Context: an optimization exercise on an open-source flow, tuned for small area and few clock cycles. The choices shown serve that exercise and are no tape-out recipe.
In this exercise RTL edits were held to simulation tests only and were not proved equivalent to the original.
Power figures rest on the tool's default switching activity, not on a simulated workload.

Setup of build 6:
// slmp_record
module slmp_record (
    input  wire        clk,
    input  wire        rst,
    input  wire        cmd_valid,
    output wire        cmd_ready,
    input  wire [7:0]  cmd_op,
    input  wire [15:0] cmd_n,
    input  wire        in_valid,
    output wire        in_ready,
    input  wire [23:0] in_data,
    output wire        out_valid,
    input  wire        out_ready,
    output wire [5:0]  out_field,
    output wire [2:0]  out_kind,
    output wire [31:0] out_data,
    output reg         done,
    output reg  [3:0]  st_err,
    output reg  [3:0]  st_sub,
    output reg  [15:0] olen,
    output reg  [15:0] res
);
    localparam [7:0] OP_LAYOUT = 8'h60;
    localparam [7:0] OP_SIZEOF = 8'h61;
    localparam [7:0] OP_DEC    = 8'h62;
    localparam [2:0] C_OK      = 3'd0;
    localparam [2:0] C_UNSUP   = 3'd1;   
    localparam [2:0] C_MISSING = 3'd2;   
    localparam [2:0] C_WCOUNT  = 3'd3;   
    localparam [2:0] C_NOLAY   = 3'd4;   
    localparam [2:0] C_ILLEGAL = 3'd5;   
    localparam [2:0] C_FLIMIT  = 3'd6;   
  ...
For scale: roughly 2,900 cells after synthesis, roughly 35,000 um^2 of cells after synthesis.
clock: 6.0 ns
lec_check: 0
cap_margin: 20
core_margin: 2
core_utilization: 65
cts_buf_list: sky130_fd_sc_hd__clkbuf_16
cts_cluster_diameter: 90
cts_cluster_size: 30
slew_margin: 20
run.sh (not shown) runs the stock make flow with config.mk's settings and CLKGATE_MAP_FILE= SYNTH_SCRIPT=/design/flow/synth_recipe.tcl, a recipe that flattens the netlist after the stock synthesis.
Testbench counts of build 6, summed over its fixed seeds: cycles 21,097.
Modified inputs, build 2 compared to build 6
- CORE_UTILIZATION: 65 -> 55
- CTS_CLUSTER_DIAMETER: 90 -> 60
Results
- On length of routed wiring on met1, the lower figure sits with build 6, not build 2.
- Build 2 ends up with a met1 track demand over resource that is 5.9 points lower than in build 6.
- Maximum frequency of build 6 is on par with build 2.
- Against build 6, area of the core region in build 2 came out worse.
- Build 2 vs build 6 on wire length: build 2 is the higher one.
- As far as post-synthesis share of cell area spent on and, or, nand and nor gates is concerned, build 6 and build 2 perform about the same.
--- input diff build 2..build 67 ---
- CTS_CLUSTER_DIAMETER now 90, was 60
==> flow/flow/run.sh (new file) <==
#!/bin/bash
# The standard layout, except that synthesis maps the logic with ABC's area
# mapper (flow/area.abc) instead of ORFS's delay-oriented ABC script.
# Everything else in synthesis (synth_recipe.tcl, ORFS synth.tcl) is unchanged,
# so the registers are the standard synthesis's.
set -euo pipefail
here=$(pwd)
{
  cat <<TCL
proc abc {args} {
  set i [lsearch -exact \$args -script]
  if { \$i >= 0 } { set args [lreplace \$args \$i [expr {\$i + 1}]] }
  set i [lsearch -exact \$args -D]
  if { \$i >= 0 } { set args [lreplace \$args \$i [expr {\$i + 1}]] }
  yosys abc -script $here/flow/area.abc {*}\$args
}
TCL
  cat synth_recipe.tcl
} > area_synth.tcl
sed "s#SYNTH_SCRIPT=[^ ]*#SYNTH_SCRIPT=$here/area_synth.tcl#" standard.sh > area_standard.sh
grep -q "SYNTH_SCRIPT=$here/area_synth.tcl" area_standard.sh
bash area_standard.sh > flow_make.log 2>&1
==> flow/flow/area.abc (new file) <==
strash
dc2
dch -f
amap
topo
==> flow/standard.sh (new file) <==
#!/bin/bash
# synth_recipe.tcl (not shown) runs the flow's synth.tcl, then flattens the netlist and writes it again
# the make line also repeats each setting of config.mk as NAME=value (left out here)
make -C /OpenROAD-flow-scripts/flow DESIGN_CONFIG=/design/flow/config.mk WORK_HOME=/design/flow/orfs CLKGATE_MAP_FILE= SYNTH_SCRIPT=/design/flow/synth_recipe.tcl "${@:-finish}"
removed: flow/run.sh
Notes after the runs:
- Lower number of cells on the worst reg-to-reg path was reported by build 2, not build 67.
- For build 67, the endpoint of the worst setup timing path was code[0], unlike build 2, where it was out_data[0].
- Hold slack ends up higher on build 67.
- Cmp build 67 vs build 2: power consumed by the clock network lower in build 67
- Number of placement rows came out lower on build 67 than on build 2.
- Setup slack: build 67 less than build 2
- Going from build 2 to build 67, starting utilization of the core area now sits higher, final standard cell utilization of the core now sits higher, clock buffer instance count of the final layout now sits lower.

slmp_record again, from the RTL that the note above started with.
make LEC_CHECK=0 CAP_MARGIN=20 CORE_MARGIN=2 CORE_UTILIZATION=55 CTS_BUF_LIST=sky130_fd_sc_hd__clkbuf_16 CTS_CLUSTER_DIAMETER=90 CTS_CLUSTER_SIZE=30 SLEW_MARGIN=20 finish   # period 6.0 ns
Stock flow here: none of the scripts above is used.
Testbench counts at the start, summed over its fixed seeds: cycles 21,097.
Next try:
CAP_MARGIN = 0   (was 20)
CELL_PAD_IN_SITES_DETAIL_PLACEMENT = 0   (was unset)
CELL_PAD_IN_SITES_GLOBAL_PLACEMENT = 0   (was unset)
CORE_UTILIZATION = 65   (was 55)
SLEW_MARGIN = 0   (was 20)
=> Synthesized cell count stays the same. Cell count drops by 4.3%. Power drops by 1.3%. Synthesized area is unchanged. Utilization climbs by 11 points. Maximum frequency stays flat. Cell area drops by 0.85%. Clock skew stays flat. Count of clock-buffer cells in the layout drops by 2. Hold slack gains 4.0 ps. Wire length drops by 4.0%.
Next try:
CAP_MARGIN = 20   (was 0)
CELL_PAD_IN_SITES_DETAIL_PLACEMENT = unset   (was 0)
CELL_PAD_IN_SITES_GLOBAL_PLACEMENT = unset   (was 0)
CORE_UTILIZATION = 55   (was 65)
CTS_CLUSTER_DIAMETER = 60   (was 90)
GPL_TIMING_DRIVEN = 0   (was unset)
SLEW_MARGIN = 20   (was 0)
Result:
- setup slack degrades by 700 ps
- clock power increases by 29%
- final area increases by 3.8%
- cell count increases by 9.8%
- register-to-register slack degrades by 1300 ps

Setup of run E:
Starting RTL as in the previous note.
// slmp_record
module slmp_record (
    input  wire        clk,
    input  wire        rst,
    input  wire        cmd_valid,
    output wire        cmd_ready,
    input  wire [7:0]  cmd_op,
    input  wire [15:0] cmd_n,
    input  wire        in_valid,
    output wire        in_ready,
    input  wire [23:0] in_data,
    output wire        out_valid,
    input  wire        out_ready,
    output wire [5:0]  out_field,
    output wire [2:0]  out_kind,
    output wire [31:0] out_data,
    output reg         done,
    output reg  [3:0]  st_err,
    output reg  [3:0]  st_sub,
    output reg  [15:0] olen,
    output reg  [15:0] res
);
    localparam [7:0] OP_LAYOUT = 8'h60;
    localparam [7:0] OP_SIZEOF = 8'h61;
    localparam [7:0] OP_DEC    = 8'h62;
    localparam [2:0] C_OK      = 3'd0;
    localparam [2:0] C_UNSUP   = 3'd1;   
    localparam [2:0] C_MISSING = 3'd2;   
    localparam [2:0] C_WCOUNT  = 3'd3;   
    localparam [2:0] C_NOLAY   = 3'd4;   
    localparam [2:0] C_ILLEGAL = 3'd5;   
    localparam [2:0] C_FLIMIT  = 3'd6;   
    localparam [2:0] C_LSIZE   = 3'd7;   
    localparam [1:0] ST_IDLE   = 2'd0;
    localparam [1:0] ST_LAYOUT = 2'd1;
    localparam [1:0] ST_DEC    = 2'd2;
    reg [1:0]  state;
    reg        done_q;
    reg [2:0]  code;
    reg        olen_f;        
    reg [15:0] res_q;
    reg [15:0] ring [0:63];
    reg        sa_v, sb_v;    
    reg [5:0]  sa_i, sb_i;
    reg [1:0]  sa_l, sb_l;
    reg [5:0]  p0;            
    reg [7:0]  np_lo, np_hi;  
    reg        lt_valid;
    reg [5:0]  lt_last;       
    reg [15:0] lt_size;       
    reg [5:0]  fi;            
    reg [15:0] rem;           
    reg        last;          
    reg        h;             
    reg [2:0]  kind;          
    reg        lastf;         
    reg [15:0] bw;            
    reg        bv;            
    reg [7:0]  hb;            
    reg [1:0]  l_err;         
    reg        big;           
    wire in_lay = (state == ST_LAYOUT);
    wire in_dec = (state == ST_DEC);
    wire [15:0] word = in_data[15:0];
    wire k_b   = (kind == 3'd1);
    wire k_i16 = (kind == 3'd2);
    wire k_u16 = (kind == 3'd3);
  ...
clock: 6.0 ns
lec_check: 0
cap_margin: 20
core_margin: 2
core_utilization: 65
cts_buf_list: sky130_fd_sc_hd__clkbuf_16
cts_cluster_diameter: 60
cts_cluster_size: 30
slew_margin: 20
Testbench counts of run E, summed over its fixed seeds: cycles 21,097.
Setup changes, run E to run R
# run E
export LEC_CHECK = 0
export CAP_MARGIN = 20
export CORE_MARGIN = 2
export CORE_UTILIZATION = 65
export CTS_BUF_LIST = sky130_fd_sc_hd__clkbuf_16
export CTS_CLUSTER_DIAMETER = 60
export CTS_CLUSTER_SIZE = 30
export SLEW_MARGIN = 20
create_clock -name core_clock -period 6.0 [get_ports {clk}]
# run R
export LEC_CHECK = 0
export CAP_MARGIN = 0
export CORE_MARGIN = 2
export CORE_UTILIZATION = 65
export CTS_BUF_LIST = sky130_fd_sc_hd__clkbuf_16
export CTS_CLUSTER_DIAMETER = 90
export CTS_CLUSTER_SIZE = 30
export SLEW_MARGIN = 0
create_clock -name core_clock -period 6.0 [get_ports {clk}]
==> notes.md <==
Setup slack in run R is 0.089 ns higher than in run E
Of run R and run E, run E shows the higher clock network fraction of total power, with run R below it.
Vias: run R below run E

afterwards: timing with drivers on the ports:
How much do the figures lean on ideal ports? The routed layouts below were timed once more, with nothing changed but the port constraints.
Step 1 sets driving cells, clkbuf_16 on the clock port and buf_2 on the other inputs (assumed; they add their load-dependent delay and slew).
Step 2 times the ports against the registers' clock, not the clock port: input delays grow and output delays shrink by t, the midpoint of the rising clock arrivals with the driver on.
Slacks: no drivers / after step 1 / after step 2; pairs: no drivers / after step 1.
run	t (ns)	setup slack, ns	clock arrival spread, ns
build 6	0.679	1.140 / 1.109 / 0.694	0.025 / 0.025
build 2	0.703	1.140 / 1.113 / 0.538	0.056 / 0.056
build 67	0.692	0.383 / 0.389 / -0.279	0.031 / 0.031
the first run of note 2	0.701	1.164 / 1.136 / 0.576	0.030 / 0.030
the second run of note 2	0.681	1.169 / 1.133 / 0.756	0.031 / 0.030
the third run of note 2	0.724	0.473 / 0.510 / -0.214	0.060 / 0.060
run E	0.701	1.079 / 1.049 / 0.642	0.043 / 0.043
run R	0.681	1.169 / 1.133 / 0.756	0.031 / 0.030
Met with ideal ports but missed after step 2: setup timing in build 67 and the third run of note 2. For the third run of note 2, which loses most, drivers alone change the setup slack by +0.037 ns; drivers and shift together by -0.687 ns.
